Background: an optimization exercise with open tools, aiming at small area, a short achievable clock period and few clock cycles per item. Do not read the settings as production practice.
Where RTL was checked, it was by simulation tests only, not by an equivalence proof against the original.
No activity file was given, so power comes from the tool's default toggle rates.

==> run a: inputs <==
==> flow/design.v (excerpt) <==
module des_core (
  input  wire        clk,
  input  wire        rst,
  input  wire        start,
  input  wire [1:0]  op,
  input  wire [63:0] key,
  input  wire [63:0] din,
  output reg         busy,
  output reg         done,
  output reg         err,
  output wire [63:0] dout
);
  function [63:0] ip;
    input [63:0] x;
    begin
      ip[63] = x[6];
      ip[62] = x[14];
      ip[61] = x[22];
      ip[60] = x[30];
      ip[59] = x[38];
      ip[58] = x[46];
      ip[57] = x[54];
      ip[56] = x[62];
      ip[55] = x[4];
      ip[54] = x[12];
      ip[53] = x[20];
      ip[52] = x[28];
      ip[51] = x[36];
      ip[50] = x[44];
      ip[49] = x[52];
      ip[48] = x[60];
      ip[47] = x[2];
      ip[46] = x[10];
      ip[45] = x[18];
      ip[44] = x[26];
      ip[43] = x[34];
      ip[42] = x[42];
      ip[41] = x[50];
      ip[40] = x[58];
      ip[39] = x[0];
      ip[38] = x[8];
      ip[37] = x[16];
      ip[36] = x[24];
      ip[35] = x[32];
      ip[34] = x[40];
      ip[33] = x[48];
      ip[32] = x[56];
      ip[31] = x[7];
      ip[30] = x[15];
      ip[29] = x[23];
      ip[28] = x[31];
      ip[27] = x[39];
      ip[26] = x[47];
      ip[25] = x[55];
      ip[24] = x[63];
      ip[23] = x[5];
      ip[22] = x[13];
      ip[21] = x[21];
      ip[20] = x[29];
      ip[19] = x[37];
      ip[18] = x[45];
      ip[17] = x[53];
      ip[16] = x[61];
      ip[15] = x[3];
      ip[14] = x[11];
      ip[13] = x[19];
      ip[12] = x[27];
      ip[11] = x[35];
      ip[10] = x[43];
      ip[9] = x[51];
      ip[8] = x[59];
      ip[7] = x[1];
      ip[6] = x[9];
      ip[5] = x[17];
      ip[4] = x[25];
      ip[3] = x[33];
      ip[2] = x[41];
      ip[1] = x[49];
      ip[0] = x[57];
    end
  endfunction
  function [63:0] fp;
    input [63:0] x;
    begin
      fp[63] = x[24];
      fp[62] = x[56];
  ...
==> flow/config.mk <==
export PLATFORM = sky130hd
export DESIGN_NAME = des_core
export DESIGN_NICKNAME = des_core
export VERILOG_FILES = /design/flow/design.v
export SDC_FILE = /design/flow/constraint.sdc
export NUM_CORES = 4
export LEC_CHECK = 0
export ABC_AREA = 1
export CAP_MARGIN = 20
export CORE_MARGIN = 2
export CORE_UTILIZATION = 40
export CTS_BUF_LIST = sky130_fd_sc_hd__clkbuf_8 sky130_fd_sc_hd__clkbuf_16
export CTS_CLUSTER_DIAMETER = 150
export CTS_CLUSTER_SIZE = 40
export SLEW_MARGIN = 20
==> flow/constraint.sdc <==
create_clock -name core_clock -period 10.0 [get_ports {clk}]
set_input_delay 2.0000 -clock core_clock [delete_from_list [all_inputs] [get_ports {clk}]]
set_output_delay 2.0000 -clock core_clock [all_outputs]
set_load 0.01 [all_outputs]
standard.sh (not shown) runs the stock make flow with config.mk's settings and CLKGATE_MAP_FILE= SYNTH_SCRIPT=/design/flow/synth_recipe.tcl, a recipe that flattens the netlist after the stock synthesis.
==> flow/flow/run.sh <==
#!/bin/bash
# Own layout flow: the standard flow (standard.sh, run whole), with
#  - port buffers of one fixed type instead of the default,
#  - other make settings given below.
# The clock period, constraints, power grid, placement, CTS and routing steps are the
# standard ones.  make's full output goes to standard.log in the work folder.
set -euo pipefail
bash standard.sh SETUP_SLACK_MARGIN=7 ADDER_MAP_FILE= "BUFFER_PORTS_ARGS=-buffer_cell sky130_fd_sc_hd__buf_1" finish > standard.log 2>&1
==> run b (differences from run a) <==
--- a/flow/design.v
+++ b/flow/design.v
@@ -1720,38 +1720,36 @@
   genvar g;
   generate
     for (g = 0; g < 8; g = g + 1) begin : g_sbox
       des_sbox #(.BOX(g + 1)) u_sbox (.x(s_in[47 - 6*g -: 6]), .y(s_out[31 - 4*g -: 4]));
     end
   endgenerate
   wire [31:0] r_next = l_half ^ pperm(s_out);
   wire [63:0] ip_din = ip(din);
-  reg one, fin;
+  wire one = (cnt == 4'd0) || (cnt == 4'd7) || (cnt == 4'd14) || (cnt == 4'd15);
   reg  [55:0] cd_step;
   always @(*) begin
     case ({dec, one})
       2'b00:   cd_step = rotl2(cd);
       2'b01:   cd_step = rotl1(cd);
       2'b10:   cd_step = rotr2(cd);
-      default: cd_step = fin ? cd : rotr1(cd);
+      default: cd_step = (cnt == 4'd15) ? cd : rotr1(cd);
     endcase
   end
   assign dout = fp({r_half, l_half});
   always @(posedge clk) begin
     if (run) begin
       l_half <= r_half;
       r_half <= r_next;
     end else begin
       l_half <= ip_din[63:32];
       r_half <= ip_din[31:0];
     end
     cnt <= run ? cnt + 4'd1 : 4'd0;
-    one <= run ? (cnt == 4'd6 || cnt == 4'd13 || cnt == 4'd14) : 1'b1;
-    fin <= run && cnt == 4'd14;
     if (run)
       cd <= cd_step;
     else if (acc_ks)
       cd <= rotl1(pc1(key));
     else if (acc_dec)
       cd <= rotr1(cd);
     if (acc_blk)
       dec <= op[1];
@@ -1760,17 +1758,17 @@
       run       <= 1'b0;
       done      <= 1'b0;
       err       <= 1'b0;
       key_valid <= 1'b0;
     end else begin
       done <= 1'b0;
       err  <= 1'b0;
       if (run) begin
-        if (fin) begin
+        if (cnt == 4'd15) begin
           busy <= 1'b0;
           run  <= 1'b0;
           done <= 1'b1;
         end
       end else if (accept) begin
         if (op == 2'd0) begin
           key_valid <= 1'b1;
           done      <= 1'b1;
- CORE_UTILIZATION: 40 -> 55
- CTS_BUF_LIST: sky130_fd_sc_hd__clkbuf_8 sky130_fd_sc_hd__clkbuf_16 -> sky130_fd_sc_hd__clkbuf_4 sky130_fd_sc_hd__clkbuf_8
- CTS_CLUSTER_DIAMETER: 150 -> unset
- CTS_CLUSTER_SIZE: 40 -> unset
==> results.txt <==
| metric | run b | run a |
|---|---|---|
| Outcome | no timing/DRC/antenna violations | no timing/DRC/antenna violations |
| Final Hold Slack | 470 ps | 470 ps |
| Clock net sink count | 130 | 132 |
| Critical path required time | 10200 ps | 10160 ps |
| Overall power consumption | 0.00180 W | 0.00195 W |
| Register share of the cell area | 25.4% | 25.5% |
| Placement-stage cell area | 11600 um^2 | 11400 um^2 |
| Power of the combinational group | 0.000694 W | 0.000663 W |
| Clk cell area share | 3.00% | 4.47% |
| Final non-filler cell total | 2093 | 2113 |
| Final critical path time including I/O delays and setup | 3090 ps | 3110 ps |
| Xor and xnor area share after synthesis | 9.00% | 8.64% |
| DIE WIDTH | 143 um | 165 um |
| Sw Share | 41.3% | 39.6% |
| Via count of the routed design | 12800 | 12200 |
| Critical Path Sink | cd[27] | cd[28] |
| Worst slew margin relative to its limit | 38.0% | 37.8% |
| Combined flip-flop and latch cell area | 3330 um^2 | 3330 um^2 |
| Resize count post-CTS | 160 | 138 |
| Simple-Gate Fraction of Synth Area | 30.9% | 31.8% |
| Net count, final | 1953 | 1903 |
| Row count | 50 | 58 |
| Post-Syn Instances | 1598 | 1559 |
| Final instance area | 13100 um^2 | 13100 um^2 |
| Clk pwr | 0.000476 W | 0.000641 W |
| Starting Density | 56.5% | 40.9% |
| Count of sequential standard cells | 130 | 132 |
Testbench counts of run b, summed over its fixed seeds: cycles 8,736, blocks 512.
Only the layout flow was run in run a; the RTL was not checked for function there.

========
==> exp/zinc: inputs <==
Another version of the RTL of des_core (not shown whole).
Design des_core, start of the top module:
module des_core (
  input  wire        clk,
  input  wire        rst,
  input  wire        start,
  input  wire [1:0]  op,
  input  wire [63:0] key,
  input  wire [63:0] din,
  output reg         busy,
  output reg         done,
  output reg         err,
  output wire [63:0] dout
);
Settings: LEC_CHECK=0, CAP_MARGIN=20, CORE_MARGIN=2, CORE_UTILIZATION=40, SLEW_MARGIN=20; clock period 10.0 ns.
run.sh (not shown) runs the stock make flow with config.mk's settings and CLKGATE_MAP_FILE= SYNTH_SCRIPT=/design/flow/synth_recipe.tcl, a recipe that flattens the netlist after the stock synthesis.
Stock flow here: none of the scripts above is used.
==> exp/quartz (differences from exp/zinc) <==
--- a/flow/design.v
+++ b/flow/design.v
@@ -930,61 +930,68 @@
     begin
       rotl56 = {rotl28(v[55:28], n), rotl28(v[27:0], n)};
     end
   endfunction
   reg  [31:0] l_half, r_half;
   reg  [55:0] cd;
-  reg  [3:0]  cnt;
+  reg  [2:0]  cnt;
   reg         dec;
   reg         key_valid;
   wire accept  = start && !busy;
   wire is_ks   = (op == 2'd0);
   wire is_blk  = (op == 2'd1) || (op == 2'd2);
-  wire last    = (cnt == 4'd15);
+  wire last    = (cnt == 3'd7);
   wire [63:0]  ip_din  = ip(din);
   wire [55:0]  pc1_key = pc1(key);
   reg [55:0] cd_k0;
   always @(*) begin
     cd_k0 = cd;
   end
   wire [47:0] rk0 = pc2(cd_k0);
+  reg [55:0] cd_k1;
+  always @(*) begin
+    case ({dec, cnt})
+      {1'b0, 3'd0}: cd_k1 = rotl56(cd, 5'd1);
+      {1'b0, 3'd1}: cd_k1 = rotl56(cd, 5'd2);
+      {1'b0, 3'd2}: cd_k1 = rotl56(cd, 5'd2);
+      {1'b0, 3'd3}: cd_k1 = rotl56(cd, 5'd2);
+      {1'b0, 3'd4}: cd_k1 = rotl56(cd, 5'd2);
+      {1'b0, 3'd5}: cd_k1 = rotl56(cd, 5'd2);
+      {1'b0, 3'd6}: cd_k1 = rotl56(cd, 5'd2);
+      {1'b0, 3'd7}: cd_k1 = rotl56(cd, 5'd1);
+      {1'b1, 3'd0}: cd_k1 = rotl56(cd, 5'd27);
+      {1'b1, 3'd1}: cd_k1 = rotl56(cd, 5'd26);
+      {1'b1, 3'd2}: cd_k1 = rotl56(cd, 5'd26);
+      {1'b1, 3'd3}: cd_k1 = rotl56(cd, 5'd26);
+      {1'b1, 3'd4}: cd_k1 = rotl56(cd, 5'd26);
+      {1'b1, 3'd5}: cd_k1 = rotl56(cd, 5'd26);
+      {1'b1, 3'd6}: cd_k1 = rotl56(cd, 5'd26);
+      {1'b1, 3'd7}: cd_k1 = rotl56(cd, 5'd27);
+      default: cd_k1 = cd;
+    endcase
+  end
+  wire [47:0] rk1 = pc2(cd_k1);
   reg [55:0] cd_step;
   always @(*) begin
     case ({dec, cnt})
-      {1'b0, 4'd0}: cd_step = rotl56(cd, 5'd1);
-      {1'b0, 4'd1}: cd_step = rotl56(cd, 5'd2);
-      {1'b0, 4'd2}: cd_step = rotl56(cd, 5'd2);
-      {1'b0, 4'd3}: cd_step = rotl56(cd, 5'd2);
-      {1'b0, 4'd4}: cd_step = rotl56(cd, 5'd2);
-      {1'b0, 4'd5}: cd_step = rotl56(cd, 5'd2);
-      {1'b0, 4'd6}: cd_step = rotl56(cd, 5'd2);
-      {1'b0, 4'd7}: cd_step = rotl56(cd, 5'd1);
-      {1'b0, 4'd8}: cd_step = rotl56(cd, 5'd2);
-      {1'b0, 4'd9}: cd_step = rotl56(cd, 5'd2);
-      {1'b0, 4'd10}: cd_step = rotl56(cd, 5'd2);
-      {1'b0, 4'd11}: cd_step = rotl56(cd, 5'd2);
-      {1'b0, 4'd12}: cd_step = rotl56(cd, 5'd2);
-      {1'b0, 4'd13}: cd_step = rotl56(cd, 5'd2);
-      {1'b0, 4'd14}: cd_step = rotl56(cd, 5'd1);
-      {1'b0, 4'd15}: cd_step = rotl56(cd, 5'd1);
-      {1'b1, 4'd0}: cd_step = rotl56(cd, 5'd27);
-      {1'b1, 4'd1}: cd_step = rotl56(cd, 5'd26);
-      {1'b1, 4'd2}: cd_step = rotl56(cd, 5'd26);
-      {1'b1, 4'd3}: cd_step = rotl56(cd, 5'd26);
-      {1'b1, 4'd4}: cd_step = rotl56(cd, 5'd26);
-      {1'b1, 4'd5}: cd_step = rotl56(cd, 5'd26);
-      {1'b1, 4'd6}: cd_step = rotl56(cd, 5'd26);
-      {1'b1, 4'd7}: cd_step = rotl56(cd, 5'd27);
-      {1'b1, 4'd8}: cd_step = rotl56(cd, 5'd26);
-      {1'b1, 4'd9}: cd_step = rotl56(cd, 5'd26);
-      {1'b1, 4'd10}: cd_step = rotl56(cd, 5'd26);
-      {1'b1, 4'd11}: cd_step = rotl56(cd, 5'd26);
-      {1'b1, 4'd12}: cd_step = rotl56(cd, 5'd26);
-      {1'b1, 4'd13}: cd_step = rotl56(cd, 5'd26);
-      {1'b1, 4'd14}: cd_step = rotl56(cd, 5'd27);
-      {1'b1, 4'd15}: cd_step = rotl56(cd, 5'd0);
+      {1'b0, 3'd0}: cd_step = rotl56(cd, 5'd3);
+      {1'b0, 3'd1}: cd_step = rotl56(cd, 5'd4);
+      {1'b0, 3'd2}: cd_step = rotl56(cd, 5'd4);
+      {1'b0, 3'd3}: cd_step = rotl56(cd, 5'd3);
+      {1'b0, 3'd4}: cd_step = rotl56(cd, 5'd4);
+      {1'b0, 3'd5}: cd_step = rotl56(cd, 5'd4);
+      {1'b0, 3'd6}: cd_step = rotl56(cd, 5'd4);
+      {1'b0, 3'd7}: cd_step = rotl56(cd, 5'd2);
+      {1'b1, 3'd0}: cd_step = rotl56(cd, 5'd25);
+      {1'b1, 3'd1}: cd_step = rotl56(cd, 5'd24);
+      {1'b1, 3'd2}: cd_step = rotl56(cd, 5'd24);
+      {1'b1, 3'd3}: cd_step = rotl56(cd, 5'd25);
+      {1'b1, 3'd4}: cd_step = rotl56(cd, 5'd24);
+      {1'b1, 3'd5}: cd_step = rotl56(cd, 5'd24);
+      {1'b1, 3'd6}: cd_step = rotl56(cd, 5'd24);
+      {1'b1, 3'd7}: cd_step = rotl56(cd, 5'd27);
       default: cd_step = cd;
     endcase
   end
   wire [31:0] l0 = l_half, r0 = r_half;
   wire [31:0] so0;
   wire [47:0] si0 = expand(r0) ^ rk0;
@@ -993,22 +1000,32 @@
     for (g0 = 0; g0 < 8; g0 = g0 + 1) begin : g_sbox0
       des_sbox #(.BOX(g0 + 1)) u_sbox (.x(si0[47 - 6*g0 -: 6]), .y(so0[31 - 4*g0 -: 4]));
     end
   endgenerate
   wire [31:0] l1 = r0;
   wire [31:0] r1 = l0 ^ pperm(so0);
+  wire [31:0] so1;
+  wire [47:0] si1 = expand(r1) ^ rk1;
+  genvar g1;
+  generate
+    for (g1 = 0; g1 < 8; g1 = g1 + 1) begin : g_sbox1
+      des_sbox #(.BOX(g1 + 1)) u_sbox (.x(si1[47 - 6*g1 -: 6]), .y(so1[31 - 4*g1 -: 4]));
+    end
+  endgenerate
+  wire [31:0] l2 = r1;
+  wire [31:0] r2 = l1 ^ pperm(so1);
   assign dout = fp({r_half, l_half});
   always @(posedge clk) begin
     if (busy) begin
-      l_half <= l1;
-      r_half <= r1;
+      l_half <= l2;
+      r_half <= r2;
     end else begin
       l_half <= ip_din[63:32];
       r_half <= ip_din[31:0];
     end
-    cnt <= busy ? cnt + 1'b1 : {4{1'b0}};
+    cnt <= busy ? cnt + 1'b1 : {3{1'b0}};
     if (busy)
       cd <= cd_step;
     else if (accept && is_ks)
       cd <= rotl56(pc1_key, 5'd1);
     else if (accept && op == 2'd2 && key_valid)
       cd <= rotl56(cd, 5'd27);
==> impl_metrics.yaml <==
cells_and_area:
  multi_input_comb_cells: 2322
  finalNetCount: 3070
  layout.cells.most_common_list: "285 x sky130_fd_sc_hd__nand2_1, 191 x sky130_fd_sc_hd__clkdlybuf4s50_1, 168 x sky130_fd_sc_hd__o21ai_0"
critical_path:
  worst-path-max-fanout: 12
  crit-reg2reg-capture: "r_half[7]"
  count_of_cell_instances_traversed_by_the_critical_path: 19
  start_kind: "flip-flop"
grt:
  met1_track_demand_over_resource_pct: 40.9
  grt_usage_pct: 30.2
synthesis:
  yosys_register_bits: 128
timing:
  tightestPinTransition_ns: 1.11
die:
  floorplan.initialDensity_pct: 40.5
outcome:
  run_status: "finished clean"
routing:
  detailedRoute.firstIterationViolations: 2886
The numbers above come from exp/quartz.

==> impl_metrics.yaml <==
cells_and_area:
  layout.cells.most_common_list: "191 x sky130_fd_sc_hd__clkdlybuf4s50_1, 106 x sky130_fd_sc_hd__a21oi_1, 82 x sky130_fd_sc_hd__nand3_1"
  finalNetCount: 1591
grt:
  grt_usage_pct: 23.5
  top_usage_layer: "met2"
  met1_track_demand_over_resource_pct: 32.2
die:
  floorplan.initialDensity_pct: 40.8
  std_cell_rows: 62
timing:
  tightestPinTransition_ns: 1.15
critical_path:
  crit-reg2reg-capture: "r_half[14]"
  start_kind: "primary input"
  worst-path-max-fanout: 59
hold_path:
  min_delay_path_depth: 1
clock_tree:
  numCtsBuffers: 17
outcome:
  run_status: "finished clean"
routing:
  detailedRoute.firstIterationViolations: 1535
The numbers above come from exp/zinc.

No functional check of the RTL was part of any run of this note.

re-timing with driven ports:
Ports are ideal in the flow. The routed layouts listed here were re-timed in OpenROAD.
Step 1 (the two cells are an assumption about what drives the block):
set clk [get_ports {clk}]
set_driving_cell -lib_cell sky130_fd_sc_hd__clkbuf_16 $clk
set_driving_cell -lib_cell sky130_fd_sc_hd__buf_2 [delete_from_list [all_inputs] $clk]
Step 2, shift: input delay + t, output delay - t, t = (earliest + latest rising clock arrival at the registers) / 2. This alone moves slack from input paths to output paths.
a / b / c = no drivers / after step 1 / after step 2; a / b = the first two.
run | t (ns) | setup WS [ns] | pins driven straight from the clock port
run a | 0.486 | 6.888 / 6.894 / 6.408 | 1
run b | 0.520 | 6.912 / 6.915 / 6.394 | 1
exp/zinc | 0.485 | 5.062 / 5.075 / 4.590 | 1
exp/quartz | 0.569 | 3.765 / 3.765 / 3.765 | 1
After both steps every run listed still meets setup and hold. The setup slack of run b, which loses most, moves by +0.003 ns with the drivers and by -0.518 ns with both steps.
